From an optimization exercise on the open Yosys and OpenROAD flow, aimed at small area and a short achievable clock period; shortcuts taken in it are not production practice. No functional check of the RTL was part of any run shown here. No activity file was given, so power comes from the tool's default toggle rates.

===== design/flow/design.v =====
module swire_decoder (
    input  wire        clk,
    input  wire        rst,
    input  wire        sv,
    input  wire        din,
    input  wire        eos,
    input  wire [31:0] cfg_sample_rate,
    input  wire [31:0] cfg_bit_rate,
    input  wire [1:0]  cfg_address_bytes,
    input  wire [31:0] cfg_trig_wait,
    output reg         bits_valid,
    output reg  [1:0]  bits_class,
    output reg         bits_value,
    output wire [31:0] bits_start,
    output wire [31:0] bits_end,
    output reg         bytes_valid,
    output wire [7:0]  bytes_value,
    output reg         bytes_has_cmd,
    output reg         bytes_cmd,
    output reg         bytes_framing_ok,
    output wire [31:0] bytes_start,
    output wire [31:0] bytes_end,
    output reg         master_valid,
    output reg  [2:0]  master_class,
    output reg  [2:0]  master_kind,
    output reg  [23:0] master_data,
    output reg  [31:0] master_start,
    output wire [31:0] master_end,
    output reg         slave_valid,
    output wire [7:0]  slave_value,
    output wire [31:0] slave_start,
    output wire [31:0] slave_end,
    output reg         txn_valid,
    output reg         txn_outcome,
    output wire [2:0]  txn_kind,
    output wire [23:0] txn_addr,
    output wire [1:0]  txn_addr_cnt,
    output wire [7:0]  txn_rw_id,
    output wire        txn_rwid_valid,
    output wire        txn_dir,
    output wire [15:0] txn_data_cnt,
    output wire [31:0] txn_start,
    output wire [31:0] txn_end,
    output wire [3:0]  state,
    output reg         shape,
    output reg         txn_open,
    output wire [3:0]  cnt,
    output wire        done
);
    localparam [1:0] WAIT_FALL = 2'd0, IN_LOW = 2'd1, IN_HIGH = 2'd2;
    localparam [2:0] S_IDLE = 3'd0, S_SEEK_START = 3'd1, S_ADDR = 3'd2,
                     S_RWID = 3'd3, S_WDATA = 3'd4, S_AWAIT_TRIG = 3'd5,
                     S_RDATA = 3'd6, S_SEEK_END = 3'd7;
    localparam [2:0] M_TRIGGER = 3'd4, M_ERROR = 3'd6;
    localparam [2:0] E_PEOS = 3'd2, E_MT = 3'd5;
    localparam [1:0] MS_BYTE = 2'd0, MS_AUX = 2'd1, MS_FALL = 2'd2, MS_POS = 2'd3;
    reg [31:0] sr_r, br_r, tw_r;
    reg [1:0]  ab_r;
    reg [31:0] lpos;         
    reg        primed;
    reg        prev;
    reg [1:0]  phase;
    reg        fall_pend;    
    reg [31:0] fall_pos;
    reg        lo1, lo4;     
    reg [36:0] acc;          
    reg [2:0]  st;
    reg [3:0]  bcnt;
    reg        cmd;
    reg [7:0]  sh;
    reg [31:0] byte_start;
    reg [23:0] addr;
    reg [1:0]  addr_cnt;
    reg [31:0] aux_start;    
    reg [7:0]  rw_id;
    reg        rwid_valid;
    reg [15:0] data_cnt;
    reg [31:0] txn_start_r;
    reg        done_r;
    reg        pend_valid;
    reg        pend_txn;
    assign state    = {1'b0, st};
    assign cnt      = bcnt;
    assign done     = done_r;
    assign bits_start     = fall_pos;
    assign bits_end       = lpos;
    assign bytes_value    = sh;
    assign bytes_start    = byte_start;
    assign bytes_end      = lpos;
    assign master_end     = lpos;
    assign slave_value    = sh;
    assign slave_start    = byte_start;
    assign slave_end      = lpos;
    assign txn_kind       = master_kind;
    assign txn_addr       = addr;
    assign txn_addr_cnt   = addr_cnt;
    assign txn_rw_id      = rw_id;
    assign txn_rwid_valid = rwid_valid;
    assign txn_dir        = rw_id[7];
    assign txn_data_cnt   = data_cnt;
    assign txn_start      = txn_start_r;
    assign txn_end        = lpos;
    always @(posedge clk) begin
        sr_r <= cfg_sample_rate;
        br_r <= cfg_bit_rate;
        tw_r <= cfg_trig_wait;
        ab_r <= cfg_address_bytes;
    end
    wire [37:0] ax  = {acc[36], acc};
    wire [37:0] q1  = ax + {4'd0, sr_r, 2'd0};
    wire [37:0] q2  = ax + {5'd0, sr_r, 1'b0};
    wire [37:0] q4  = ax - {5'd0, sr_r, 1'b0};
    wire [37:0] q5  = ax - {4'd0, sr_r, 2'd0};
    wire [37:0] n4  = ~{4'd0, sr_r, 2'd0};
    wire [37:0] n1  = ~{6'd0, sr_r};
    wire [37:0] cs_s = ax ^ n4 ^ n1;
    wire [37:0] cs_c = {(ax[36:0] & n4[36:0]) | (ax[36:0] & n1[36:0]) | (n4[36:0] & n1[36:0]), 1'b1};
    wire [37:0] qi  = cs_s + cs_c;
    wire a1 = ~q1[37];
    wire a2 = ~q2[37];
    wire a4 = ~q4[37];
    wire a5 = ~q5[37];
    wire ci = ~qi[37];
    wire u1 = a1 & ~a2;
    wire u4 = a4 & ~a5;
    wire [36:0] b8  = {2'd0, br_r, 3'd0};
    wire [36:0] b2  = {4'd0, br_r, 1'b0};
    wire [36:0] av_s = acc ^ b8 ^ b2;
    wire [36:0] av_c = {(acc[35:0] & b8[35:0]) | (acc[35:0] & b2[35:0]) | (b8[35:0] & b2[35:0]), 1'b0};
    wire [36:0] adv  = av_s + av_c;
    wire [36:0] m4  = ~{3'd0, sr_r, 2'd0};
    wire [36:0] m1  = ~{5'd0, sr_r};
    wire [36:0] i1_s = b8 ^ b2 ^ m4;
    wire [36:0] i1_c = {(b8[35:0] & b2[35:0]) | (b8[35:0] & m4[35:0]) | (b2[35:0] & m4[35:0]), 1'b1};
    wire [36:0] i2_s = i1_s ^ i1_c ^ m1;
    wire [36:0] i2_c = {(i1_s[35:0] & i1_c[35:0]) | (i1_s[35:0] & m1[35:0]) | (i1_c[35:0] & m1[35:0]), 1'b1};
    wire [36:0] init = i2_s + i2_c;
    wire [31:0] pos = lpos + 32'd1;
    wire [33:0] mq  = {2'd0, lpos} - {2'd0, aux_start} - {2'd0, tw_r};
    wire        mt_due = ~mq[33];
    wire cs_bit0 = ci ? lo1 : (lo1 & u4);
    wire cs_bit1 = ci ? (lo4 & ~lo1) : (lo4 & u1);
    wire cs_bit  = cs_bit0 | cs_bit1;
    wire cs_bad  = ~cs_bit;
    wire ce_bit  = (phase == IN_HIGH) & ((lo1 & a4) | (lo4 & a1));
    wire ce_bitv = lo4;
    wire ce_mid  = (phase == IN_LOW) | ((phase == IN_HIGH) & ~ce_bit);
    wire sh_5a = (sh == 8'h5A);
    wire sh_ff = (sh == 8'hFF);
    wire dc_sat = (data_cnt == 16'hFFFF);
    wire [2:0] s_st, e_st;
    wire [3:0] s_bcnt, e_bcnt;
    wire       s_cmd, e_cmd, s_shift, e_shift, s_bsld, e_bsld;
    wire       s_aclr, e_aclr, s_ashift, e_ashift, s_auxb, e_auxb, s_auxp, e_auxp;
    wire       s_rwld, e_rwld, s_rwclr, e_rwclr, s_dclr, e_dclr, s_dinc, e_dinc, s_tld, e_tld;
    wire [1:0] s_acnt, e_acnt;
    wire       s_bits_v, e_bits_v, s_bits_val, e_bits_val;
    wire [1:0] s_bits_c, e_bits_c;
    wire       s_bytes_v, e_bytes_v, s_hc, e_hc, s_fok, e_fok, s_slave, e_slave;
    wire       s_m_v, e_m_v, s_t_v, e_t_v;
    wire [2:0] s_m_c, e_m_c, s_m_k, e_m_k;
    wire [1:0] s_msel, e_msel;
    wire [1:0] s_mdat, e_mdat;
    wire       s_peos_v, e_peos_v, s_peos_txn, e_peos_txn;
    wire [1:0] s_peos_sel, e_peos_sel;
    swire_decoder_step u_s (
        .st(st), .bcnt(bcnt), .cmd(cmd), .addr_cnt(addr_cnt), .ab(ab_r),
        .sh_5a(sh_5a), .sh_ff(sh_ff), .sh7(sh[7]), .dc_sat(dc_sat),
        .ev_bit(cs_bit), .ev_bad(cs_bad), .bit_v(cs_bit1), .idle(ci),
        .is_eos(1'b0), .mid_bit(1'b0),
        .n_st(s_st), .n_bcnt(s_bcnt), .n_cmd(s_cmd), .sh_shift(s_shift), .bs_ld(s_bsld),
        .addr_clr(s_aclr), .addr_shift(s_ashift), .n_addr_cnt(s_acnt),
        .aux_ld_byte(s_auxb), .aux_ld_pos(s_auxp), .rw_ld(s_rwld), .rw_clr(s_rwclr),
        .dc_clr(s_dclr), .dc_inc(s_dinc), .txn_ld(s_tld),
        .r_bits_v(s_bits_v), .r_bits_c(s_bits_c), .r_bits_val(s_bits_val),
        .r_bytes_v(s_bytes_v), .r_hc(s_hc), .r_fok(s_fok), .r_slave(s_slave),
        .r_m_v(s_m_v), .r_m_c(s_m_c), .r_m_k(s_m_k), .r_msel(s_msel), .r_mdat(s_mdat), .r_t_v(s_t_v),
        .r_peos_v(s_peos_v), .r_peos_txn(s_peos_txn), .r_peos_sel(s_peos_sel));
    swire_decoder_step u_e (
        .st(st), .bcnt(bcnt), .cmd(cmd), .addr_cnt(addr_cnt), .ab(ab_r),
        .sh_5a(sh_5a), .sh_ff(sh_ff), .sh7(sh[7]), .dc_sat(dc_sat),
        .ev_bit(ce_bit), .ev_bad(1'b0), .bit_v(ce_bitv), .idle(1'b0),
        .is_eos(1'b1), .mid_bit(ce_mid),
        .n_st(e_st), .n_bcnt(e_bcnt), .n_cmd(e_cmd), .sh_shift(e_shift), .bs_ld(e_bsld),
        .addr_clr(e_aclr), .addr_shift(e_ashift), .n_addr_cnt(e_acnt),
        .aux_ld_byte(e_auxb), .aux_ld_pos(e_auxp), .rw_ld(e_rwld), .rw_clr(e_rwclr),
        .dc_clr(e_dclr), .dc_inc(e_dinc), .txn_ld(e_tld),
        .r_bits_v(e_bits_v), .r_bits_c(e_bits_c), .r_bits_val(e_bits_val),
        .r_bytes_v(e_bytes_v), .r_hc(e_hc), .r_fok(e_fok), .r_slave(e_slave),
        .r_m_v(e_m_v), .r_m_c(e_m_c), .r_m_k(e_m_k), .r_msel(e_msel), .r_mdat(e_mdat), .r_t_v(e_t_v),
        .r_peos_v(e_peos_v), .r_peos_txn(e_peos_txn), .r_peos_sel(e_peos_sel));
    wire trig_c = (st == S_AWAIT_TRIG) & u1;    
    wire mt_c   = (st == S_AWAIT_TRIG) & mt_due;
    wire t_eos   = ~done_r & eos;
    wire t_smp   = ~done_r & ~eos & sv;
    wire t_s     = t_smp & primed;
    wire in_wait = (phase == WAIT_FALL);
    wire in_low  = (phase == IN_LOW);
    wire in_high = (phase == IN_HIGH);
    wire k_close = t_s & in_high & (ci | ~din);
    wire k_fall  = t_s & ~din & ((in_wait & prev) | in_high);
    wire k_rise  = t_s & in_low & din & ~trig_c;
    wire k_trig  = t_s & in_low & din & trig_c;
    wire k_mt    = t_s & in_wait & ~(prev & ~din) & mt_c;
    wire k_step  = k_close | t_eos;       
    wire [2:0] x_st    = t_eos ? e_st    : s_st;
    wire [3:0] x_bcnt  = t_eos ? e_bcnt  : s_bcnt;
    wire       x_bitv  = t_eos ? ce_bitv : cs_bit1;
    always @(posedge clk) begin
        if (k_fall | k_rise) acc <= init;
        else if (t_smp & ~ci) acc <= adv;
        if (k_rise) begin lo1 <= u1; lo4 <= u4; end
        if (fall_pend) fall_pos <= lpos;
        if (k_step & (t_eos ? e_shift : s_shift)) sh <= {sh[6:0], x_bitv};
        if (k_step) cmd <= t_eos ? e_cmd : s_cmd;
        if (k_step & (t_eos ? e_bsld : s_bsld)) byte_start <= fall_pos;
        if (k_step & (t_eos ? e_aclr : s_aclr)) addr <= 24'd0;
        else if (k_step & (t_eos ? e_ashift : s_ashift)) addr <= {addr[15:0], sh};
        if (k_step) addr_cnt <= t_eos ? e_acnt : s_acnt;
        if (k_step & (t_eos ? e_auxb : s_auxb)) aux_start <= byte_start;
        else if (k_step & (t_eos ? e_auxp : s_auxp)) aux_start <= pos;
        if (k_step & (t_eos ? e_rwclr : s_rwclr)) begin rw_id <= 8'd0; rwid_valid <= 1'b0; end
        else if (k_step & (t_eos ? e_rwld : s_rwld)) begin rw_id <= sh; rwid_valid <= 1'b1; end
        if (k_step & (t_eos ? e_dclr : s_dclr)) data_cnt <= 16'd0;
        else if (k_step & (t_eos ? e_dinc : s_dinc)) data_cnt <= data_cnt + 16'd1;
        if (k_step & (t_eos ? e_tld : s_tld)) txn_start_r <= byte_start;
        bits_class       <= t_eos ? e_bits_c : s_bits_c;
        bits_value       <= x_bitv;
        bytes_has_cmd    <= t_eos ? e_hc : s_hc;
        bytes_cmd        <= (t_eos ? e_hc : s_hc) & cmd;
        bytes_framing_ok <= x_bitv;
        if (rst) begin
            lpos <= 32'hFFFFFFFF; primed <= 1'b0; prev <= 1'b1; phase <= WAIT_FALL;
            fall_pend <= 1'b0; st <= S_IDLE; bcnt <= 4'd0; done_r <= 1'b0;
            pend_valid <= 1'b0; pend_txn <= 1'b0;
            bits_valid <= 1'b0; bytes_valid <= 1'b0; master_valid <= 1'b0;
            slave_valid <= 1'b0; txn_valid <= 1'b0;
            shape <= 1'b0; txn_open <= 1'b0;
        end else begin
            if (t_smp | t_eos) lpos <= pos;
            if (t_smp) begin primed <= 1'b1; prev <= din; end
            fall_pend <= k_fall;
            if (t_eos) done_r <= 1'b1;
            if (t_eos | k_trig | (k_close & din)) phase <= WAIT_FALL;
            else if (k_fall) phase <= IN_LOW;
            else if (k_rise) phase <= IN_HIGH;
            if (k_step) begin
                st <= x_st; bcnt <= x_bcnt;
                shape <= (x_st == S_RDATA); txn_open <= x_st[2] | x_st[1];
            end else if (k_trig) begin
                st <= S_RDATA; shape <= 1'b1; txn_open <= 1'b1;
            end else if (k_mt) begin
                st <= S_SEEK_START; bcnt <= 4'd0; shape <= 1'b0; txn_open <= 1'b0;
            end
            bits_valid  <= k_step & (t_eos ? e_bits_v : s_bits_v);
            bytes_valid <= k_step & (t_eos ? e_bytes_v : s_bytes_v);
            slave_valid <= k_step & (t_eos ? e_slave : s_slave);
            pend_valid <= 1'b0;
            if (pend_valid) begin
                master_valid <= 1'b1; master_class <= M_ERROR; master_kind <= E_PEOS;
                txn_outcome <= 1'b1; master_start <= lpos; master_data <= 24'd0;
                txn_valid <= pend_txn;
            end else if (t_eos) begin
                if (e_peos_v & e_m_v) begin
                    master_valid <= 1'b1; master_class <= e_m_c; master_kind <= e_m_k;
                    txn_outcome <= |e_m_k;
                    txn_valid <= 1'b0;
                    pend_valid <= 1'b1; pend_txn <= e_peos_txn;
                end else if (e_peos_v) begin
                    master_valid <= 1'b1; master_class <= M_ERROR; master_kind <= E_PEOS;
                    txn_outcome <= 1'b1;
                    txn_valid <= e_t_v;
                end else begin
                    master_valid <= e_m_v; master_class <= e_m_c; master_kind <= e_m_k;
                    txn_outcome <= |e_m_k;
                    txn_valid <= e_t_v;
                end
                case (e_peos_v & ~e_m_v ? e_peos_sel : e_msel)
                    MS_BYTE: master_start <= e_bsld ? fall_pos : byte_start;
                    MS_AUX:  master_start <= e_auxb ? byte_start : aux_start;
                    MS_FALL: master_start <= fall_pend ? lpos : fall_pos;
                    default: master_start <= pos;
                endcase
                master_data <= (e_peos_v & ~e_m_v) ? 24'd0 :
                               (e_mdat == 2'd1) ? {addr[15:0], sh} :
                               (e_mdat == 2'd2) ? {16'd0, sh} : 24'd0;
            end else if (k_close) begin
                master_valid <= s_m_v; master_class <= s_m_c; master_kind <= s_m_k;
                txn_outcome <= |s_m_k;
                txn_valid <= s_t_v;
                case (s_msel)
                    MS_BYTE: master_start <= byte_start;
                    MS_AUX:  master_start <= s_auxb ? byte_start : aux_start;
                    default: master_start <= fall_pos;
                endcase
                master_data <= (s_mdat == 2'd1) ? {addr[15:0], sh} :
                               (s_mdat == 2'd2) ? {16'd0, sh} : 24'd0;
            end else if (k_trig) begin
                master_valid <= 1'b1; master_class <= M_TRIGGER; master_kind <= 3'd0;
                txn_outcome <= 1'b0; txn_valid <= 1'b0;
                master_start <= fall_pend ? lpos : fall_pos;
                master_data <= 24'd0;
            end else if (k_mt) begin
                master_valid <= 1'b1; master_class <= M_ERROR; master_kind <= E_MT;
                txn_outcome <= 1'b1; txn_valid <= 1'b1;
                master_start <= aux_start;
                master_data <= 24'd0;
            end else begin
                master_valid <= 1'b0; txn_valid <= 1'b0;
            end
        end
    end
endmodule
module swire_decoder_step (
    input  wire [2:0] st,
    input  wire [3:0] bcnt,
    input  wire       cmd,
    input  wire [1:0] addr_cnt,
    input  wire [1:0] ab,
    input  wire       sh_5a,
    input  wire       sh_ff,
    input  wire       sh7,
    input  wire       dc_sat,
    input  wire       ev_bit,
    input  wire       ev_bad,
    input  wire       bit_v,
    input  wire       idle,
    input  wire       is_eos,
    input  wire       mid_bit,
    output reg  [2:0] n_st,
    output reg  [3:0] n_bcnt,
    output reg        n_cmd,
    output reg        sh_shift,
    output reg        bs_ld,
    output reg        addr_clr,
    output reg        addr_shift,
    output reg  [1:0] n_addr_cnt,
    output reg        aux_ld_byte,
    output reg        aux_ld_pos,
    output reg        rw_ld,
    output reg        rw_clr,
    output reg        dc_clr,
    output reg        dc_inc,
    output reg        txn_ld,
    output reg        r_bits_v,
    output reg  [1:0] r_bits_c,
    output reg        r_bits_val,
    output reg        r_bytes_v,
    output reg        r_hc,
    output reg        r_fok,
    output reg        r_slave,
    output reg        r_m_v,
    output reg  [2:0] r_m_c,
    output reg  [2:0] r_m_k,
    output reg  [1:0] r_msel,
    output reg  [1:0] r_mdat,      
    output reg        r_t_v,
    output reg        r_peos_v,
    output reg        r_peos_txn,
    output reg  [1:0] r_peos_sel
);
    localparam [2:0] S_IDLE = 3'd0, S_SEEK_START = 3'd1, S_ADDR = 3'd2,
                     S_RWID = 3'd3, S_WDATA = 3'd4, S_AWAIT_TRIG = 3'd5,
                     S_RDATA = 3'd6, S_SEEK_END = 3'd7;
    localparam [1:0] B_DATA = 2'd0, B_CMD = 2'd1, B_ERR = 2'd2;
    localparam [2:0] M_START = 3'd0, M_ADDR = 3'd1, M_RWID = 3'd2, M_WDATA = 3'd3,
                     M_END = 3'd5, M_ERROR = 3'd6;
    localparam [2:0] E_BAD = 3'd1, E_UCB = 3'd3, E_MEM = 3'd4;
    localparam [1:0] MS_BYTE = 2'd0, MS_AUX = 2'd1, MS_FALL = 2'd2, MS_POS = 2'd3;
    reg       byte_done, byte_c, err, bs_now;
    reg [2:0] err_kind;
    reg [1:0] err_sel;
    always @* begin
        n_st = st; n_bcnt = bcnt; n_cmd = cmd; n_addr_cnt = addr_cnt;
        sh_shift = 1'b0; bs_ld = 1'b0; addr_clr = 1'b0; addr_shift = 1'b0;
        aux_ld_byte = 1'b0; aux_ld_pos = 1'b0; rw_ld = 1'b0; rw_clr = 1'b0;
        dc_clr = 1'b0; dc_inc = 1'b0; txn_ld = 1'b0;
        r_bits_v = 1'b0; r_bits_c = B_DATA; r_bits_val = bit_v;
        r_bytes_v = 1'b0; r_hc = 1'b0; r_fok = bit_v; r_slave = 1'b0;
        r_m_v = 1'b0; r_m_c = M_START; r_m_k = 3'd0; r_msel = MS_BYTE; r_mdat = 2'd0;
        r_t_v = 1'b0;
        r_peos_v = 1'b0; r_peos_txn = 1'b0; r_peos_sel = MS_POS;
        byte_done = 1'b0; byte_c = 1'b0; err = 1'b0; err_kind = 3'd0; err_sel = MS_BYTE;
        bs_now = 1'b0;
        if (ev_bit) begin
            if (n_st == S_IDLE) n_st = S_SEEK_START;
            if (n_bcnt == 4'd0) bs_ld = 1'b1;
            r_bits_v = 1'b1;
            if (n_st != S_RDATA) begin
                if (n_bcnt == 4'd0) begin
                    n_cmd = bit_v; r_bits_c = B_CMD; n_bcnt = 4'd1;
                    if ((n_st == S_WDATA || n_st == S_AWAIT_TRIG) && bit_v)
                        n_st = S_SEEK_END;
                end else if (n_bcnt <= 4'd8) begin
                    sh_shift = 1'b1; n_bcnt = n_bcnt + 4'd1;
                end else begin
                    n_bcnt = 4'd0;
                    byte_done = 1'b1; byte_c = cmd; r_hc = 1'b1;
                end
            end else begin
                if (n_bcnt <= 4'd7) begin
                    sh_shift = 1'b1; n_bcnt = n_bcnt + 4'd1;
                end else begin
                    n_bcnt = 4'd0;
                    byte_done = 1'b1; byte_c = 1'b0; r_hc = 1'b0;
                end
            end
        end
        if (byte_done) begin
            r_bytes_v = 1'b1;
            case (n_st)
                S_SEEK_START: begin
                    if (byte_c && sh_5a) begin
                        r_m_v = 1'b1; r_m_c = M_START; r_msel = MS_BYTE;
                        txn_ld = 1'b1; addr_clr = 1'b1; n_addr_cnt = 2'd0; rw_clr = 1'b1;
                        dc_clr = 1'b1;
                        n_st = S_ADDR;
                    end
                end
                S_ADDR: begin
                    if (byte_c) begin
                        err = 1'b1; err_kind = E_UCB; err_sel = MS_BYTE;
                    end else begin
                        if (addr_cnt == 2'd0) aux_ld_byte = 1'b1;
                        addr_shift = 1'b1;
                        n_addr_cnt = addr_cnt + 2'd1;
                        if (n_addr_cnt == ab) begin
                            r_m_v = 1'b1; r_m_c = M_ADDR; r_msel = MS_AUX; r_mdat = 2'd1;
                            n_st = S_RWID;
                        end
                    end
                end
                S_RWID: begin
                    if (byte_c) begin
                        err = 1'b1; err_kind = E_UCB; err_sel = MS_BYTE;
                    end else begin
                        rw_ld = 1'b1;
                        r_m_v = 1'b1; r_m_c = M_RWID; r_msel = MS_BYTE; r_mdat = 2'd2;
                        if (sh7) begin
                            n_st = S_AWAIT_TRIG; aux_ld_pos = 1'b1;
                        end else begin
                            n_st = S_WDATA;
                        end
                    end
                end
                S_WDATA: begin
                    r_m_v = 1'b1; r_m_c = M_WDATA; r_msel = MS_BYTE; r_mdat = 2'd2;
                    if (!dc_sat) dc_inc = 1'b1;
                end
                S_RDATA: begin
                    r_slave = 1'b1;
                    if (!dc_sat) dc_inc = 1'b1;
                    n_st = S_AWAIT_TRIG; aux_ld_pos = 1'b1;
                end
                S_SEEK_END: begin
                    if (sh_ff) begin
                        r_m_v = 1'b1; r_m_c = M_END; r_msel = MS_BYTE;
                        r_t_v = 1'b1;
                        n_st = S_IDLE;
                    end else begin
                        err = 1'b1; err_kind = E_MEM; err_sel = MS_BYTE; r_mdat = 2'd2;
                    end
                end
                default: ;
            endcase
            if (err) r_mdat = 2'd2;
        end
        if (ev_bad) begin
            if (n_st == S_IDLE) n_st = S_SEEK_START;
            r_bits_v = 1'b1; r_bits_c = B_ERR; r_bits_val = 1'b0;
            if (n_st >= S_ADDR) begin
                err = 1'b1; err_kind = E_BAD; r_mdat = 2'd0;
                err_sel = (n_bcnt != 4'd0) ? MS_BYTE : MS_FALL;
            end
            n_bcnt = 4'd0;
        end
        if (err) begin
            r_m_v = 1'b1; r_m_c = M_ERROR; r_m_k = err_kind; r_msel = err_sel;
            if (n_st >= S_ADDR) r_t_v = 1'b1;
            n_bcnt = 4'd0;
            n_st = S_SEEK_START;
        end
        if (idle) begin
            if (n_st == S_SEEK_START) begin
                n_bcnt = 4'd0; n_st = S_IDLE;
            end
        end
        if (is_eos) begin
            if (mid_bit || n_bcnt != 4'd0 || n_st >= S_ADDR) begin
                r_peos_v = 1'b1;
                r_peos_sel = (n_bcnt != 4'd0) ? MS_BYTE : (mid_bit ? MS_FALL : MS_POS);
                if (n_st >= S_ADDR) begin
                    r_peos_txn = 1'b1;
                    r_t_v = 1'b1;
                end
                n_st = S_SEEK_START;
            end
            n_bcnt = 4'd0;
        end
    end
endmodule

===== design/flow/run.sh =====
#!/bin/bash
# synth_recipe.tcl (not shown) runs the flow's synth.tcl, then flattens the netlist and writes it again
# the make line also repeats each setting of config.mk as NAME=value (left out here)
make -C /OpenROAD-flow-scripts/flow DESIGN_CONFIG=/design/flow/config.mk WORK_HOME=/design/flow/orfs CLKGATE_MAP_FILE= SYNTH_SCRIPT=/design/flow/synth_recipe.tcl finish

===== design/flow/config.mk =====
export PLATFORM = sky130hd
export DESIGN_NAME = swire_decoder
export DESIGN_NICKNAME = swire_decoder
export VERILOG_FILES = /design/flow/design.v
export SDC_FILE = /design/flow/constraint.sdc
export NUM_CORES = 4
export LEC_CHECK = 0
export CAP_MARGIN = 20
export CORE_MARGIN = 2
export CORE_UTILIZATION = 40
export SLEW_MARGIN = 20

===== design/flow/constraint.sdc =====
create_clock -name core_clock -period 18.0 [get_ports {clk}]
set_input_delay 3.6000 -clock core_clock [delete_from_list [all_inputs] [get_ports {clk}]]
set_output_delay 3.6000 -clock core_clock [all_outputs]
set_load 0.01 [all_outputs]

==> impl_metrics.yaml, run 1 <==
die:
  core_mm2: 0.08329
  boundaryPins: 547
  die_h_um: 293.3
  die_w_um: 293.3
  start_util_pct: 40.18
  rows: 106
  dieArea_mm2: 0.08600
timing:
  worstMarginPinSlew_ns: 1.019
  report.final.hold_viol_count: 0
  final.setup.tns_ns: 0
  setup_viol: 0
  slew_viol_final: 0
  setup_slack_ns: 10.60
  max_freq_mhz: 135.1
  finalWorstPathRequiredPeriod_ns: 7.402
  period_share_pct: 41.12
  slew-limit-headroom_pct: 32.00
  holdWs_ns: 0.4430
  skew_ns: 0.02402
  rsz0062_at_grt: "false"
routing:
  routed-via-count: 28300
  wl_mm: 113.4
  drc: 0
  first_pass_iters: 6
  via_per_inst: 5.572
  wl_per_cell_um: 22.32
  drt_iter0_markers: 2277
  antenna_left: 0
setup_path:
  path_max_fanout: 61
  r2r-start: "lpos[0]$_SDFFE_PP1P_"
  rrSetupSlack_ns: 10.65
  timing.rr.end: "master_data[11]$_SDFFCE_PP0P_"
  worst_r2r_path_depth: 25
  worstSetupStartpointType: "input pin"
  worst-setup-path-type: "input pin to flip-flop"
  cp.arrival_ns: 7.66
  critPathCaptureType: "flip-flop"
  cp.required_ns: 18.25
pwr:
  cellPowerDensity_mw_per_mm2: 92.77
  vdd_ir_drop_max_mv: 0.09037
  p_leak_uw: 0.01711
synthesis:
  synth_cell_types: 98
  synth.largest_area_cell: "edfxtp_1"
  synthesis.nets: 4154
  synthMostInstantiatedCell: "inv_1"
  synth_ff_type: "dfxtp_1"
  yosysTopAreaCellShare_pct: 18.75
  post_synth_main_area_contributors: "edfxtp_1 19%, dfxtp_1 14%, ha_1 12%, fa_1 7.4%, a21oi_1 4.2%"
  ys.warnings.count: 2
  yosys-top-cells-count: "324 x inv_1, 311 x ha_1, 278 x a21oi_1"
  ys_seq_area_share_pct: 32.99
  synthesis.area_mm2: 0.03347
  async_reset_ff_share_pct: 0
  synth-edff-count: 209
  synth_cells: 3617
  avgSynthCellArea_um2: 9.253
  synth-seq-cells: 447
clock_tree:
  cts_htree_levels: 2
  hold_buffers: 0
  cts-resized-gates: 0
  cts_root_buf: "clkbuf_16"
  path_clk_slew_ns: 0.06
  clock_latency_ns: 0.65
  cts_tree: "yes"
  clkSinkCount: 447
  cts_setup_buffers: 0
  cts_buffer_depth: 3
  tritoncts.num_buffers: 54
layout:
  drive_gt1_share_pct: 6.303
  area_delta_synth_final_pct: 21.76
  post-route-util_pct: 48.92
  nets: 4489
outcome:
  outcome: "no timing/DRC/antenna violations"
placement:
  pre_cts_slack_ns: 9.801
  dp_hpwl_mm: 84.82
  gp_congestion: 0.9346
  io_buffers: 545
hold_path:
  holdPathStages: 2
  hp-start: "rwid_valid$_SDFFE_PP0P_"
  hp-class: "flip-flop to flip-flop"
  hold_end: "rwid_valid$_SDFFE_PP0P_"
grt:
  antenna_found_initial: 2
  grt_first_pass_wirelength_mm: 170.6
  grt_overflow_total: 0
  track_usage_pct: 25.86
  grt_pass1_vias: 27350
  grt_max_degree: 77
run:
  drv_cap: 0
## layout make-up
class	count	area [um2]
sequential	447	11040
tap	1080	1351
clock buffer	79	1579
clock inverter	23	275.3
antenna	1	2.502
fill	7910	42540
inverter	325	1220
timing repair buffer	600	5888
multi-input combinational	2524	19390
## worst max-delay path, stage by stage
cell and delay, ns:
clkdlybuf4s50_1 0.46, nor2_1 0.16, and2_1 0.30, nand2_1 0.20, a2111oi_1 0.82, nand3_1 0.19, a41oi_1 0.23, a211oi_1 0.08
a211o_1 0.33, and2_1 0.23, a21oi_4 0.18, buf_4 0.75
## flip-flops by register name (all words and copies together) (netlist names), 4 cells and up
signal        count
sr_r             32
aux_start        32
lpos             32
addr             24
master_data      24
fall_pos         32
acc              37
tw_r             32
br_r             32
bcnt              4
sh                8
master_start     32
rw_id             8
txn_start_r      32
data_cnt         16
byte_start       32
## cell families (layout without fill, tap and decap cells)
family	Yosys count	in the layout	synth area share, %
simple gates	946	946	13.61
compound gates	859	859	16.76
buf+inv	646	1027	9.418
flops	447	447	32.99
fa+ha+maj	435	435	19.01
mux	147	147	4.640
xor+xnor	136	136	3.559
other cells	1	2	0.01121
## report_power, final
| group | internal [uW] | switching, uW | total (uW) | leakage [uW] |
|---|---|---|---|---|
| clock network | 670 | 475 | 1150 | 0.000902 |
| registers | 1150 | 133 | 1290 | 0.00389 |
| logic | 625 | 723 | 1350 | 0.0123 |
| total | 2450 | 1330 | 3780 | 0.0171 |
## per-stage QoR
stage / instances / power, uW / area (um2)
6_report: 5079 / 3780 / 40750
5_1_grt: 5079 / 4018 / 40750
4_1_cts: 5078 / 3808 / 40750
3_5_place_dp: 4976 / 2645 / 38890
3_3_place_gp: 4974 / 2632 / 38860
2_1_floorplan: 3617 / 2222 / 33470
## worst max-delay path by stage
stage                                    endpoint                  from  cells past startpoint  slack (ns)
floorplan           master_class[0]$_SDFFCE_PP0P_                   eos                      9        8.78
global placement     master_data[6]$_SDFFCE_PP0P_                   eos                     12        9.88
detailed placement   master_data[6]$_SDFFCE_PP0P_                   eos                     12        9.80
CTS                  master_data[1]$_SDFFCE_PP0P_                   eos                     12       10.48
global route         master_data[0]$_SDFFCE_PP0P_  lpos[8]$_SDFFE_PP1P_                     24       10.19
finish              master_data[11]$_SDFFCE_PP0P_                   eos                     12       10.60
## cells in the final DEF (no fill, tap or decap), drive strengths merged, types with 85 or more instances in the layout
| master | count |
|---|---|
| inv | 328 |
| nand2 | 232 |
| o21ai | 182 |
| clkdlybuf4s50 | 545 |
| edfxtp | 209 |
| a21oi | 278 |
| fa | 123 |
| mux2i | 85 |
| dfxtp | 238 |
| nand3 | 113 |
| nor2 | 259 |
| ha | 311 |
## layer usage
metal	share of wire, %	track usage (%)	wire (um)	up-vias
met5	0.011	0	13	-
met4	3.6	8.972	4049	2
met3	7.6	4.380	8604	212
met2	48	43.82	54210	1206
met1	41	33.29	46500	13570
li1	-	-	-	13310
==> run 2: changes to the inputs <==
--- a/design/flow/design.v
+++ b/design/flow/design.v
@@ -192,121 +192,134 @@
     wire trig_c = (st == S_AWAIT_TRIG) & u1;    
     wire mt_c   = (st == S_AWAIT_TRIG) & mt_due;
-    wire t_eos   = ~done_r & eos;
-    wire t_smp   = ~done_r & ~eos & sv;
-    wire t_s     = t_smp & primed;
     wire in_wait = (phase == WAIT_FALL);
     wire in_low  = (phase == IN_LOW);
     wire in_high = (phase == IN_HIGH);
-    wire k_close = t_s & in_high & (ci | ~din);
-    wire k_fall  = t_s & ~din & ((in_wait & prev) | in_high);
-    wire k_rise  = t_s & in_low & din & ~trig_c;
-    wire k_trig  = t_s & in_low & din & trig_c;
-    wire k_mt    = t_s & in_wait & ~(prev & ~din) & mt_c;
-    wire k_step  = k_close | t_eos;       
-    wire [2:0] x_st    = t_eos ? e_st    : s_st;
-    wire [3:0] x_bcnt  = t_eos ? e_bcnt  : s_bcnt;
-    wire       x_bitv  = t_eos ? ce_bitv : cs_bit1;
+    wire c0 = primed & in_high;                        
+    wire f0 = primed & ((in_wait & prev) | in_high);   
+    wire mt0 = primed & in_wait & ~prev & mt_c;         
+    wire c1 = primed & in_high & ci;
+    wire r1 = primed & in_low & ~trig_c;               
+    wire g1 = primed & in_low & trig_c;                
+    wire mt1 = primed & in_wait & mt_c;
+    wire [2:0] st0 = c0 ? s_st : (mt0 ? S_SEEK_START : st);
+    wire [2:0] st1 = c1 ? s_st : (g1 ? S_RDATA : (mt1 ? S_SEEK_START : st));
+    wire [3:0] bc0 = c0 ? s_bcnt : (mt0 ? 4'd0 : bcnt);
+    wire [3:0] bc1 = c1 ? s_bcnt : (mt1 ? 4'd0 : bcnt);
+    wire [1:0] ph0 = f0 ? IN_LOW : phase;
+    wire [1:0] ph1 = (c1 | g1) ? WAIT_FALL : (r1 ? IN_HIGH : phase);
+    reg        sm_v, st_v;
+    reg  [2:0] sm_c, sm_k;
+    reg [31:0] sm_start;
+    reg [23:0] sm_data;
+    always @* begin
+        if (in_high) begin
+            sm_c = s_m_c; sm_k = s_m_k; st_v = s_t_v;
+            case (s_msel)
+                MS_BYTE: sm_start = byte_start;
+                MS_AUX:  sm_start = s_auxb ? byte_start : aux_start;
+                default: sm_start = fall_pos;
+            endcase
+            sm_data = (s_mdat == 2'd1) ? {addr[15:0], sh} :
+                      (s_mdat == 2'd2) ? {16'd0, sh} : 24'd0;
+        end else if (in_low) begin
+            sm_c = M_TRIGGER; sm_k = 3'd0; st_v = 1'b0;
+            sm_start = fall_pend ? lpos : fall_pos;
+            sm_data = 24'd0;
+        end else begin
+            sm_c = M_ERROR; sm_k = E_MT; st_v = 1'b1;
+            sm_start = aux_start;
+            sm_data = 24'd0;
+        end
+    end
+    wire sm_v0 = c0 ? s_m_v : mt0;
+    wire sm_v1 = c1 ? s_m_v : (g1 | mt1);
+    wire st_v0 = c0 ? s_t_v : mt0;
+    wire st_v1 = c1 ? s_t_v : mt1;
+    wire       e_peos_only = e_peos_v & ~e_m_v;
+    wire [2:0] em_c = e_peos_only ? M_ERROR : e_m_c;
+    wire [2:0] em_k = e_peos_only ? E_PEOS : e_m_k;
+    reg [31:0] em_start;
+    always @* begin
+        case (e_peos_only ? e_peos_sel : e_msel)
+            MS_BYTE: em_start = e_bsld ? fall_pos : byte_start;
+            MS_AUX:  em_start = e_auxb ? byte_start : aux_start;
+            MS_FALL: em_start = fall_pend ? lpos : fall_pos;
+            default: em_start = pos;
+        endcase
+    end
+    wire [23:0] em_data = e_peos_only ? 24'd0 :
+                          (e_mdat == 2'd1) ? {addr[15:0], sh} :
+                          (e_mdat == 2'd2) ? {16'd0, sh} : 24'd0;
+    wire tk_e  = ~done_r & eos;
+    wire tk_s  = ~done_r & ~eos & sv;
+    wire close = tk_s & (din ? c1 : c0);
+    wire fall  = tk_s & ~din & f0;
+    wire rise  = tk_s & din & r1;
+    wire k_step = tk_e | close;
     always @(posedge clk) begin
-        if (k_fall | k_rise) acc <= init;
-        else if (t_smp & ~ci) acc <= adv;
-        if (k_rise) begin lo1 <= u1; lo4 <= u4; end
+        if (fall | rise) acc <= init;
+        else if (tk_s & ~ci) acc <= adv;
+        if (rise) begin lo1 <= u1; lo4 <= u4; end
         if (fall_pend) fall_pos <= lpos;
-        if (k_step & (t_eos ? e_shift : s_shift)) sh <= {sh[6:0], x_bitv};
-        if (k_step) cmd <= t_eos ? e_cmd : s_cmd;
-        if (k_step & (t_eos ? e_bsld : s_bsld)) byte_start <= fall_pos;
-        if (k_step & (t_eos ? e_aclr : s_aclr)) addr <= 24'd0;
-        else if (k_step & (t_eos ? e_ashift : s_ashift)) addr <= {addr[15:0], sh};
-        if (k_step) addr_cnt <= t_eos ? e_acnt : s_acnt;
-        if (k_step & (t_eos ? e_auxb : s_auxb)) aux_start <= byte_start;
-        else if (k_step & (t_eos ? e_auxp : s_auxp)) aux_start <= pos;
-        if (k_step & (t_eos ? e_rwclr : s_rwclr)) begin rw_id <= 8'd0; rwid_valid <= 1'b0; end
-        else if (k_step & (t_eos ? e_rwld : s_rwld)) begin rw_id <= sh; rwid_valid <= 1'b1; end
-        if (k_step & (t_eos ? e_dclr : s_dclr)) data_cnt <= 16'd0;
-        else if (k_step & (t_eos ? e_dinc : s_dinc)) data_cnt <= data_cnt + 16'd1;
-        if (k_step & (t_eos ? e_tld : s_tld)) txn_start_r <= byte_start;
-        bits_class       <= t_eos ? e_bits_c : s_bits_c;
-        bits_value       <= x_bitv;
-        bytes_has_cmd    <= t_eos ? e_hc : s_hc;
-        bytes_cmd        <= (t_eos ? e_hc : s_hc) & cmd;
-        bytes_framing_ok <= x_bitv;
+        if (eos ? tk_e & e_shift : close & s_shift) sh <= {sh[6:0], eos ? ce_bitv : cs_bit1};
+        if (k_step) cmd <= eos ? e_cmd : s_cmd;
+        if (eos ? tk_e & e_bsld : close & s_bsld) byte_start <= fall_pos;
+        if (eos ? tk_e & e_aclr : close & s_aclr) addr <= 24'd0;
+        else if (eos ? tk_e & e_ashift : close & s_ashift) addr <= {addr[15:0], sh};
+        if (k_step) addr_cnt <= eos ? e_acnt : s_acnt;
+        if (eos ? tk_e & e_auxb : close & s_auxb) aux_start <= byte_start;
+        else if (eos ? tk_e & e_auxp : close & s_auxp) aux_start <= pos;
+        if (eos ? tk_e & e_rwclr : close & s_rwclr) begin rw_id <= 8'd0; rwid_valid <= 1'b0; end
+        else if (eos ? tk_e & e_rwld : close & s_rwld) begin rw_id <= sh; rwid_valid <= 1'b1; end
+        if (eos ? tk_e & e_dclr : close & s_dclr) data_cnt <= 16'd0;
+        else if (eos ? tk_e & e_dinc : close & s_dinc) data_cnt <= data_cnt + 16'd1;
+        if (eos ? tk_e & e_tld : close & s_tld) txn_start_r <= byte_start;
+        bits_class       <= eos ? e_bits_c : s_bits_c;
+        bits_value       <= eos ? ce_bitv : cs_bit1;
+        bytes_has_cmd    <= eos ? e_hc : s_hc;
+        bytes_cmd        <= (eos ? e_hc : s_hc) & cmd;
+        bytes_framing_ok <= eos ? ce_bitv : cs_bit1;
+        pend_txn         <= e_peos_txn;
+        if (pend_valid) begin
+            master_class <= M_ERROR; master_kind <= E_PEOS; txn_outcome <= 1'b1;
+            master_start <= lpos; master_data <= 24'd0;
+        end else if (eos) begin
+            master_class <= em_c; master_kind <= em_k; txn_outcome <= |em_k;
+            master_start <= em_start; master_data <= em_data;
+        end else begin
+            master_class <= sm_c; master_kind <= sm_k; txn_outcome <= |sm_k;
+            master_start <= sm_start; master_data <= sm_data;
+        end
         if (rst) begin
             lpos <= 32'hFFFFFFFF; primed <= 1'b0; prev <= 1'b1; phase <= WAIT_FALL;
             fall_pend <= 1'b0; st <= S_IDLE; bcnt <= 4'd0; done_r <= 1'b0;
-            pend_valid <= 1'b0; pend_txn <= 1'b0;
+            pend_valid <= 1'b0;
             bits_valid <= 1'b0; bytes_valid <= 1'b0; master_valid <= 1'b0;
             slave_valid <= 1'b0; txn_valid <= 1'b0;
             shape <= 1'b0; txn_open <= 1'b0;
         end else begin
-            if (t_smp | t_eos) lpos <= pos;
-            if (t_smp) begin primed <= 1'b1; prev <= din; end
-            fall_pend <= k_fall;
-            if (t_eos) done_r <= 1'b1;
-            if (t_eos | k_trig | (k_close & din)) phase <= WAIT_FALL;
-            else if (k_fall) phase <= IN_LOW;
-            else if (k_rise) phase <= IN_HIGH;
-            if (k_step) begin
-                st <= x_st; bcnt <= x_bcnt;
-                shape <= (x_st == S_RDATA); txn_open <= x_st[2] | x_st[1];
-            end else if (k_trig) begin
-                st <= S_RDATA; shape <= 1'b1; txn_open <= 1'b1;
-            end else if (k_mt) begin
-                st <= S_SEEK_START; bcnt <= 4'd0; shape <= 1'b0; txn_open <= 1'b0;
-            end
-            bits_valid  <= k_step & (t_eos ? e_bits_v : s_bits_v);
-            bytes_valid <= k_step & (t_eos ? e_bytes_v : s_bytes_v);
-            slave_valid <= k_step & (t_eos ? e_slave : s_slave);
-            pend_valid <= 1'b0;
-            if (pend_valid) begin
-                master_valid <= 1'b1; master_class <= M_ERROR; master_kind <= E_PEOS;
-                txn_outcome <= 1'b1; master_start <= lpos; master_data <= 24'd0;
-                txn_valid <= pend_txn;
-            end else if (t_eos) begin
-                if (e_peos_v & e_m_v) begin
-                    master_valid <= 1'b1; master_class <= e_m_c; master_kind <= e_m_k;
-                    txn_outcome <= |e_m_k;
-                    txn_valid <= 1'b0;
-                    pend_valid <= 1'b1; pend_txn <= e_peos_txn;
-                end else if (e_peos_v) begin
-                    master_valid <= 1'b1; master_class <= M_ERROR; master_kind <= E_PEOS;
-                    txn_outcome <= 1'b1;
-                    txn_valid <= e_t_v;
-                end else begin
-                    master_valid <= e_m_v; master_class <= e_m_c; master_kind <= e_m_k;
-                    txn_outcome <= |e_m_k;
-                    txn_valid <= e_t_v;
-                end
-                case (e_peos_v & ~e_m_v ? e_peos_sel : e_msel)
-                    MS_BYTE: master_start <= e_bsld ? fall_pos : byte_start;
-                    MS_AUX:  master_start <= e_auxb ? byte_start : aux_start;
-                    MS_FALL: master_start <= fall_pend ? lpos : fall_pos;
-                    default: master_start <= pos;
-                endcase
-                master_data <= (e_peos_v & ~e_m_v) ? 24'd0 :
-                               (e_mdat == 2'd1) ? {addr[15:0], sh} :
-                               (e_mdat == 2'd2) ? {16'd0, sh} : 24'd0;
-            end else if (k_close) begin
-                master_valid <= s_m_v; master_class <= s_m_c; master_kind <= s_m_k;
-                txn_outcome <= |s_m_k;
-                txn_valid <= s_t_v;
-                case (s_msel)
-                    MS_BYTE: master_start <= byte_start;
-                    MS_AUX:  master_start <= s_auxb ? byte_start : aux_start;
-                    default: master_start <= fall_pos;
-                endcase
-                master_data <= (s_mdat == 2'd1) ? {addr[15:0], sh} :
-                               (s_mdat == 2'd2) ? {16'd0, sh} : 24'd0;
-            end else if (k_trig) begin
-                master_valid <= 1'b1; master_class <= M_TRIGGER; master_kind <= 3'd0;
-                txn_outcome <= 1'b0; txn_valid <= 1'b0;
-                master_start <= fall_pend ? lpos : fall_pos;
-                master_data <= 24'd0;
-            end else if (k_mt) begin
-                master_valid <= 1'b1; master_class <= M_ERROR; master_kind <= E_MT;
-                txn_outcome <= 1'b1; txn_valid <= 1'b1;
-                master_start <= aux_start;
-                master_data <= 24'd0;
-            end else begin
-                master_valid <= 1'b0; txn_valid <= 1'b0;
+            if (tk_s | tk_e) lpos <= pos;
+            if (tk_s) begin primed <= 1'b1; prev <= din; end
+            fall_pend <= fall;
+            if (tk_e) done_r <= 1'b1;
+            if (tk_e) begin
+                phase <= WAIT_FALL; st <= e_st; bcnt <= e_bcnt;
+                shape <= (e_st == S_RDATA); txn_open <= e_st[2] | e_st[1];
+            end else if (tk_s) begin
+                phase <= din ? ph1 : ph0;
+                st <= din ? st1 : st0;
+                bcnt <= din ? bc1 : bc0;
+                shape <= din ? (st1 == S_RDATA) : (st0 == S_RDATA);
+                txn_open <= din ? (st1[2] | st1[1]) : (st0[2] | st0[1]);
             end
+            bits_valid   <= eos ? tk_e & e_bits_v : close & s_bits_v;
+            bytes_valid  <= eos ? tk_e & e_bytes_v : close & s_bytes_v;
+            slave_valid  <= eos ? tk_e & e_slave : close & s_slave;
+            pend_valid   <= tk_e & e_peos_v & e_m_v;
+            master_valid <= pend_valid | (eos ? tk_e & (e_m_v | e_peos_v)
+                                              : tk_s & (din ? sm_v1 : sm_v0));
+            txn_valid    <= (pend_valid & pend_txn) |
+                            (eos ? tk_e & e_t_v & ~(e_peos_v & e_m_v)
+                                 : tk_s & (din ? st_v1 : st_v0));
         end
     end
==> impl_metrics.yaml, run 2 <==
die:
  core_mm2: 0.08198
  rows: 105
  die_w_um: 291.4
  dieArea_mm2: 0.08488
  boundaryPins: 547
  start_util_pct: 40.29
  die_h_um: 291.4
pwr:
  p_leak_uw: 0.01709
  power_frac_clock_pct: 30.4
  intPower_uw: 2439
  power_frac_seq_pct: 32.6
  p_sw_share_pct: 36.60
  power_uw: 3847
  cellPowerDensity_mw_per_mm2: 95.43
  switching_power_uw: 1408
  vdd_ir_drop_max_mv: 0.09034
  comb_power_share_pct: 37.1
placement:
  gp_congestion: 0.9496
  dp_hpwl_mm: 90.20
  io_buffers: 545
routing:
  drc: 0
  drt_iter0_markers: 2571
  first_pass_iters: 7
  antenna_left: 0
  routed-via-count: 28960
  via_per_inst: 5.611
  wl_per_cell_um: 23.16
  wl_mm: 119.5
timing:
  max_freq_mhz: 145.7
  slew_viol_final: 0
  setup_viol: 0
  holdWs_ns: 0.4552
  worstMarginPinSlew_ns: 1.199
  finalWorstPathRequiredPeriod_ns: 6.864
  slew-limit-headroom_pct: 20.06
  final.setup.tns_ns: 0
  report.final.hold_viol_count: 0
  period_share_pct: 38.14
  skew_ns: 0.04854
  rsz0062_at_grt: "false"
synthesis:
  yosys-top-cells-count: "361 x inv_1, 311 x ha_1, 301 x dfxtp_1"
  ys_seq_area_share_pct: 31.52
  synth_ff_type: "dfxtp_1"
  synth-seq-cells: 447
  synth-edff-count: 146
  synth_cell_types: 96
  avgSynthCellArea_um2: 8.905
  synthesis.nets: 4246
  synth.largest_area_cell: "dfxtp_1"
  synthMostInstantiatedCell: "inv_1"
  post_synth_main_area_contributors: "dfxtp_1 18%, edfxtp_1 13%, ha_1 12%, fa_1 7.5%, a21oi_1 4.3%"
  ys.warnings.count: 2
  yosysTopAreaCellShare_pct: 18.24
  async_reset_ff_share_pct: 0
  synth_cells: 3709
  synthesis.area_mm2: 0.03303
clock_tree:
  cts_root_buf: "clkbuf_16"
  hold_buffers: 0
  cts_setup_buffers: 0
  cts_htree_levels: 2
  clock_latency_ns: 0.66
  path_clk_slew_ns: 0.06
  cts-resized-gates: 0
  cts_tree: "yes"
  clkSinkCount: 447
  cts_buffer_depth: 3
  tritoncts.num_buffers: 55
run:
  drv_cap: 0
layout:
  area_delta_synth_final_pct: 22.04
  final_common_cell: "clkdlybuf4s50_1"
  largest_reg_flops: 37
  nets: 4580
  n_fill_cell: 7888
  regMostFlops: "acc"
  post-route-util_pct: 49.17
  final_cell_mix: "544 x clkdlybuf4s50_1, 361 x inv_1, 311 x ha_1, 299 x dfxtp_1, 283 x a21oi_1"
  drive_gt1_share_pct: 5.844
setup_path:
  cp.arrival_ns: 7.42
  critPathCaptureType: "flip-flop"
  slowest_delay_ns: 0.65
  worstSetupStartpointType: "flip-flop"
  crit_top_cell: "a21oi_1"
  path_cells: "inv_1 > ha_1 > inv_1 > fa_1 > a21oi_1 > o211ai_1 > o41ai_1 > o21bai_1 > a41oi_1 > a21oi_1 > a311o_1 > o31a_1 > a21o_1 > a21oi_1 > xnor2_1 > ha_1 > o2111a_1 > o21ai_0 > a211oi_1 > nor2_1 > nor3_1 > o311ai_2 > or4_1 > a21oi_1"
  cpLargestDelayFamily: "compound AO/OA/AOI/OAI gates"
  worst-setup-path-type: "flip-flop to flip-flop"
  rrSetupSlack_ns: 11.14
  crit_slowest_cell: "nor3_1"
  path_max_fanout: 12
  cp.required_ns: 18.55
  cp_num_buf_inv: 2
hold_path:
  hp-class: "flip-flop to flip-flop"
grt:
  grt_max_degree: 77
  grt_overflow_total: 0
  grt_pass1_vias: 28030
  track_usage_pct: 27.61
  grt_first_pass_wirelength_mm: 179.1
  antenna_found_initial: 2
outcome:
  outcome: "no timing/DRC/antenna violations"
-- run 2: worst paths after layout --
path / from / endpoint / cells past startpoint
setup / recovery: lpos[0]$_SDFFE_PP1P_ / bcnt[3]$_SDFFE_PP0P_ / 24
hold / removal: addr[18]$_SDFFE_PP0P_ / addr[18]$_SDFFE_PP0P_ / 2
hold reg to reg: addr[18]$_SDFFE_PP0P_ / addr[18]$_SDFFE_PP0P_ / 2
setup reg to reg: lpos[0]$_SDFFE_PP1P_ / bcnt[3]$_SDFFE_PP0P_ / 24
-- run 2: worst min-delay path, stage by stage (launching register included) --
cell	delay (ns)
dfxtp_1	0.31
nand2_1	0.05
a21oi_1	0.05
-- run 2: routing by layer --
layer,part of all wire (%),wire [um],up-vias,track usage (%)
met4,4.8,5698,2,11.89
li1,-,-,13560,-
met1,39,46340,13790,33.17
met2,49,58030,1311,47.95
met5,0.0084,10,-,0
met3,7.9,9454,301,5.368
-- run 2: power groups by stage --
| stage | sequential, uW | combinational (uW) | clock, uW |
|---|---|---|---|
| after floorplan | 1240 | 972 | 0 |
| after global placement | 1270 | 1400 | 0 |
| after detailed placement | 1280 | 1410 | 0 |
| after CTS | 1250 | 1420 | 1190 |
| after global routing | 1260 | 1580 | 1230 |
| final | 1250 | 1430 | 1170 |
-- run 2: logic make-up after synthesis --
kind of cell / Yosys count / share of synthesized area [%]
AND/OR/NAND/NOR: 990 / 14.21
AO/OA/AOI/OAI: 902 / 17.94
buffers and inverters: 685 / 9.895
flip-flops: 447 / 31.52
adder cells (fa/ha/maj): 434 / 19.24
XOR/XNOR: 139 / 3.686
multiplexers: 111 / 3.500
other: 1 / 0.01135
-- run 2: stage by stage --
stage,instances,setup slack [ns],area (um2)
final,5161,11.14,40310
after global routing,5160,10.69,40310
after CTS,5159,11.13,40290
after detailed placement,5055,10.44,38370
after global placement,5055,10.47,38370
after floorplan,3709,11.05,33030
-- run 2: layout make-up --
class / count / area [um2] / area share (%)
timing repair buffer: 597 / 5848 / 14.51
clock inverter: 29 / 281.5 / 0.6984
tap: 1070 / 1339 / 3.321
clock buffer: 75 / 1639 / 4.066
antenna: 1 / 2.502 / 0.006208
sequential: 447 / 10410 / 25.83
multi-input combinational: 2577 / 19420 / 48.17
inverter: 365 / 1370 / 3.399
==> run 3: changes to the inputs <==
--- a/design/flow/design.v
+++ b/design/flow/design.v
@@ -107,19 +107,76 @@
         ab_r <= cfg_address_bytes;
     end
+    function neg38;
+        input [37:0] a, b;
+        input        cin;
+        reg   [37:0] c;
+        integer      k;
+        begin
+            c[0] = cin;
+            for (k = 0; k < 37; k = k + 1)
+                c[k+1] = (a[k] & b[k]) | ((a[k] | b[k]) & c[k]);
+            neg38 = a[37] ^ b[37] ^ c[37];
+        end
+    endfunction
+    function neg34;
+        input [33:0] a, b;
+        input        cin;
+        reg   [33:0] c;
+        integer      k;
+        begin
+            c[0] = cin;
+            for (k = 0; k < 33; k = k + 1)
+                c[k+1] = (a[k] & b[k]) | ((a[k] | b[k]) & c[k]);
+            neg34 = a[33] ^ b[33] ^ c[33];
+        end
+    endfunction
+    function [36:0] add37;
+        input [36:0] a, b;
+        input        cin;
+        reg   [36:0] g, p;
+        reg   [37:0] c;
+        reg   [9:0]  bg, bp;
+        integer      i, k;
+        begin
+            g = a & b; p = a ^ b;
+            for (k = 0; k < 10; k = k + 1) begin
+                bg[k] = 1'b0; bp[k] = 1'b1;
+                for (i = 4*k; i < 4*k + 4; i = i + 1)
+                    if (i < 37) begin bg[k] = g[i] | (p[i] & bg[k]); bp[k] = bp[k] & p[i]; end
+            end
+            c[0] = cin;
+            for (k = 0; k < 10; k = k + 1) begin
+                for (i = 4*k; i < 4*k + 4; i = i + 1)
+                    if (i < 37) c[i+1] = g[i] | (p[i] & c[i]);
+                if (4*k + 4 < 38) c[4*k+4] = bg[k] | (bp[k] & c[4*k]);
+            end
+            add37 = p ^ c[36:0];
+        end
+    endfunction
+    function [31:0] inc32;
+        input [31:0] a;
+        reg   [32:0] c;
+        reg   [7:0]  ba;
+        integer      i, k;
+        begin
+            for (k = 0; k < 8; k = k + 1) ba[k] = &a[4*k +: 4];
+            c[0] = 1'b1;
+            for (k = 0; k < 8; k = k + 1) begin
+                for (i = 4*k; i < 4*k + 4; i = i + 1) c[i+1] = a[i] & c[i];
+                c[4*k+4] = ba[k] & c[4*k];
+            end
+            inc32 = a ^ c[31:0];
+        end
+    endfunction
     wire [37:0] ax  = {acc[36], acc};
-    wire [37:0] q1  = ax + {4'd0, sr_r, 2'd0};
-    wire [37:0] q2  = ax + {5'd0, sr_r, 1'b0};
-    wire [37:0] q4  = ax - {5'd0, sr_r, 1'b0};
-    wire [37:0] q5  = ax - {4'd0, sr_r, 2'd0};
+    wire a1 = ~neg38(ax, {4'd0, sr_r, 2'd0}, 1'b0);
+    wire a2 = ~neg38(ax, {5'd0, sr_r, 1'b0}, 1'b0);
+    wire a4 = ~neg38(ax, ~{5'd0, sr_r, 1'b0}, 1'b1);
+    wire a5 = ~neg38(ax, ~{4'd0, sr_r, 2'd0}, 1'b1);
     wire [37:0] n4  = ~{4'd0, sr_r, 2'd0};
     wire [37:0] n1  = ~{6'd0, sr_r};
     wire [37:0] cs_s = ax ^ n4 ^ n1;
     wire [37:0] cs_c = {(ax[36:0] & n4[36:0]) | (ax[36:0] & n1[36:0]) | (n4[36:0] & n1[36:0]), 1'b1};
-    wire [37:0] qi  = cs_s + cs_c;
-    wire a1 = ~q1[37];
-    wire a2 = ~q2[37];
-    wire a4 = ~q4[37];
-    wire a5 = ~q5[37];
-    wire ci = ~qi[37];
+    wire ci = ~neg38(cs_s, cs_c, 1'b0);
     wire u1 = a1 & ~a2;
     wire u4 = a4 & ~a5;
@@ -128,5 +185,5 @@
     wire [36:0] av_s = acc ^ b8 ^ b2;
     wire [36:0] av_c = {(acc[35:0] & b8[35:0]) | (acc[35:0] & b2[35:0]) | (b8[35:0] & b2[35:0]), 1'b0};
-    wire [36:0] adv  = av_s + av_c;
+    wire [36:0] adv  = add37(av_s, av_c, 1'b0);
     wire [36:0] m4  = ~{3'd0, sr_r, 2'd0};
     wire [36:0] m1  = ~{5'd0, sr_r};
@@ -135,8 +192,12 @@
     wire [36:0] i2_s = i1_s ^ i1_c ^ m1;
     wire [36:0] i2_c = {(i1_s[35:0] & i1_c[35:0]) | (i1_s[35:0] & m1[35:0]) | (i1_c[35:0] & m1[35:0]), 1'b1};
-    wire [36:0] init = i2_s + i2_c;
-    wire [31:0] pos = lpos + 32'd1;
-    wire [33:0] mq  = {2'd0, lpos} - {2'd0, aux_start} - {2'd0, tw_r};
-    wire        mt_due = ~mq[33];
+    wire [36:0] init = add37(i2_s, i2_c, 1'b0);
+    wire [31:0] pos = inc32(lpos);
+    wire [33:0] w0  = {2'd0, lpos};
+    wire [33:0] w1  = ~{2'd0, aux_start};
+    wire [33:0] w2  = ~{2'd0, tw_r};
+    wire [33:0] mw_s = w0 ^ w1 ^ w2;
+    wire [33:0] mw_c = {(w0[32:0] & w1[32:0]) | (w0[32:0] & w2[32:0]) | (w1[32:0] & w2[32:0]), 1'b1};
+    wire        mt_due = ~neg34(mw_s, mw_c, 1'b1);
     wire cs_bit0 = ci ? lo1 : (lo1 & u4);
     wire cs_bit1 = ci ? (lo4 & ~lo1) : (lo4 & u1);
==> impl_metrics.yaml, run 3 <==
die:
  dieArea_mm2: 0.08049
  die_h_um: 283.7
  boundaryPins: 547
  rows: 102
  start_util_pct: 40.40
  die_w_um: 283.7
  core_mm2: 0.07747
layout:
  drive_gt1_share_pct: 5.829
  largest_reg_flops: 37
  finalInstanceArea_mm2: 0.03844
  multi_input_area_mm2: 0.01792
  regMostFlops: "acc"
  n_fill_cell: 7308
  final_cell_mix: "545 x clkdlybuf4s50_1, 328 x inv_1, 315 x nand2_1, 298 x dfxtp_1, 233 x ha_1"
  area_delta_synth_final_pct: 22.83
  diodes: 0
  final-seq-area_mm2: 0.01041
  nets: 4149
  final_common_cell: "clkdlybuf4s50_1"
outcome:
  outcome: "no timing/DRC/antenna violations"
routing:
  drc: 0
  wl_per_cell_um: 21.88
  routed-via-count: 25490
  via_per_inst: 5.431
  drt_iter0_markers: 2088
  first_pass_iters: 8
  wl_mm: 102.7
  antenna_left: 0
hold_path:
  hold_end: "addr[16]$_SDFFE_PP0P_"
  hp-class: "flip-flop to flip-flop"
  hp-start: "addr[16]$_SDFFE_PP0P_"
  holdPathStages: 2
timing:
  slew-limit-headroom_pct: 26.28
  max_freq_mhz: 140.3
  skew_ns: 0.03408
  worstMarginPinSlew_ns: 1.106
  slew_viol_final: 0
  final.setup.tns_ns: 0
  rsz0062_at_grt: "false"
  holdWs_ns: 0.4548
  period_share_pct: 39.60
  finalWorstPathRequiredPeriod_ns: 7.129
  report.final.hold_viol_count: 0
  setup_viol: 0
grt:
  track_usage_pct: 25.03
  grt_max_degree: 82
  antenna_found_initial: 2
  grt_first_pass_wirelength_mm: 157.2
  grt_overflow_total: 0
  grt_pass1_vias: 24860
clock_tree:
  cts_tree: "yes"
  clkSinkCount: 447
  cts_root_buf: "clkbuf_16"
  path_clk_slew_ns: 0.06
  cts-resized-gates: 0
  cts_setup_buffers: 0
  clock_latency_ns: 0.63
  tritoncts.num_buffers: 52
  hold_buffers: 0
  cts_buffer_depth: 3
  cts_htree_levels: 2
setup_path:
  cp.arrival_ns: 7.16
  worstSetupStartpointType: "input pin"
  rrSetupSlack_ns: 11.57
  worst_r2r_path_depth: 20
  timing.rr.end: "acc[34]$_DFFE_PP_"
  path_max_fanout: 42
  critPathCaptureType: "flip-flop"
  cp.required_ns: 18.03
  worst-setup-path-type: "input pin to flip-flop"
  r2r-start: "acc[3]$_DFFE_PP_"
pwr:
  intPower_uw: 2187
  power_frac_seq_pct: 37.8
  switching_power_uw: 1004
  comb_power_share_pct: 26.7
  cellPowerDensity_mw_per_mm2: 83.00
  vdd_ir_drop_max_mv: 0.07019
  p_sw_share_pct: 31.45
  power_frac_clock_pct: 35.5
  p_leak_uw: 0.01574
run:
  drv_cap: 0
synthesis:
  post_synth_main_area_contributors: "dfxtp_1 19%, edfxtp_1 14%, fa_1 13%, ha_1 9.3%, buf_4 4.2%"
  ys.warnings.count: 2
  synth-edff-count: 146
  yosys-top-cells-count: "328 x inv_1, 315 x nand2_1, 301 x dfxtp_1"
  synth.largest_area_cell: "dfxtp_1"
  synth_cell_types: 100
  synth-seq-cells: 447
  synth_cells: 3264
  synth_ff_type: "dfxtp_1"
  synthesis.area_mm2: 0.03130
  synthesis.nets: 3802
  async_reset_ff_share_pct: 0
  avgSynthCellArea_um2: 9.588
  yosysTopAreaCellShare_pct: 19.25
  ys_seq_area_share_pct: 33.26
  synthMostInstantiatedCell: "inv_1"
placement:
  dp_hpwl_mm: 76.80
  io_buffers: 545
  placed_cell_area_mm2: 0.03659
  gp_congestion: 0.9447
==> run 3: area by class of cell <==
| type | instances | share of cell area (%) |
|---|---|---|
| clock inverters | 16 | 0.6249 |
| clock buffers | 81 | 4.173 |
| flip-flops and latches | 447 | 27.09 |
| well taps | 1040 | 3.385 |
| multi-input cells | 2198 | 46.62 |
| repair buffers | 579 | 14.86 |
| inverters | 333 | 3.252 |
==> run 3: cell families after synthesis <==
kind of cell	after synthesis	share of synthesized area, %
simple gates	818	12.30
compound gates	770	16.86
buf+inv	619	9.699
other cells	1	0.01198
flops	447	33.26
fa+ha+maj	455	22.89
mux	121	4.058
xor+xnor	33	0.9236
==> run 3: critical path: stages <==
cell	delay (ns)
clkdlybuf4s50_1	0.69
inv_1	0.17
o31ai_1	0.68
or2_2	0.34
o31ai_4	0.12
nand3_2	0.11
buf_4	0.48
nand3_2	0.95
==> run 3: power groups by stage <==
stage	Clock (uW)	Sequential, uW	Combinational [uW]
after global routing	1200	1220	964
after global placement	0	1230	843
final	1130	1210	853
after CTS	1160	1210	860
after floorplan	0	1200	576
after detailed placement	0	1230	855
==> run 3: through the flow <==
step / power (uW) / util, % / instances / worst slack [ns]
final: 3191 / 49.62 / 4694 / 10.87
after global routing: 3381 / 49.62 / 4694 / 10.49
after CTS: 3228 / 49.62 / 4694 / 10.88
after detailed placement: 2083 / 47.23 / 4597 / 10.23
after global placement: 2071 / 47.23 / 4597 / 10.27
after floorplan: 1780 / - / 3264 / 10.97
==> run 3: per-layer routing <==
layer	routed length [um]	vias up	global-route usage, %
li1	-	11970	-
met1	45530	12420	34.63
met2	48070	972	41.34
met3	6905	130	3.641
met4	2166	2	5.701
met5	13	-	0
==> run 3: worst max-delay path by stage <==
| stage | start | to | slack [ns] | cells after the start |
|---|---|---|---|---|
| finish | din | aux_start[10]$_DFFE_PP_ | 10.87 | 8 |
| global route | din | aux_start[11]$_DFFE_PP_ | 10.49 | 8 |
| CTS | din | aux_start[11]$_DFFE_PP_ | 10.88 | 8 |
| detailed placement | din | aux_start[6]$_DFFE_PP_ | 10.23 | 8 |
| global placement | din | aux_start[6]$_DFFE_PP_ | 10.27 | 8 |
| floorplan | eos | byte_start[0]$_DFFE_PP_ | 10.97 | 5 |

re-timing with driven ports:
No port has a modelled driver above. Below, the same layouts with a new extraction and two added sets of constraints. Step 1 (the two cells are an assumption about what drives the block):
set clk [get_ports {clk}]
set_driving_cell -lib_cell sky130_fd_sc_hd__clkbuf_16 $clk
set_driving_cell -lib_cell sky130_fd_sc_hd__buf_2 [delete_from_list [all_inputs] $clk]
Step 2, shift: input delay + t, output delay - t, t = (earliest + latest rising clock arrival at the registers) / 2. This alone moves slack from input paths to output paths. a / b / c = no drivers / after step 1 / after step 2; a / b = the first two.
| run | t, ns | setup slack, ns | worst setup path after step 2 |
|---|---|---|---|
| run 1 | 0.698 | 10.598 / 10.639 / 9.941 | input to register |
| run 2 | 0.707 | 11.136 / 11.136 / 10.573 | input to register |
| run 3 | 0.688 | 10.872 / 10.885 / 10.197 | input to register |
After both steps every run listed still meets setup and hold. The setup slack of run 3, which loses most, moves by +0.013 ns with the drivers and by -0.675 ns with both steps.
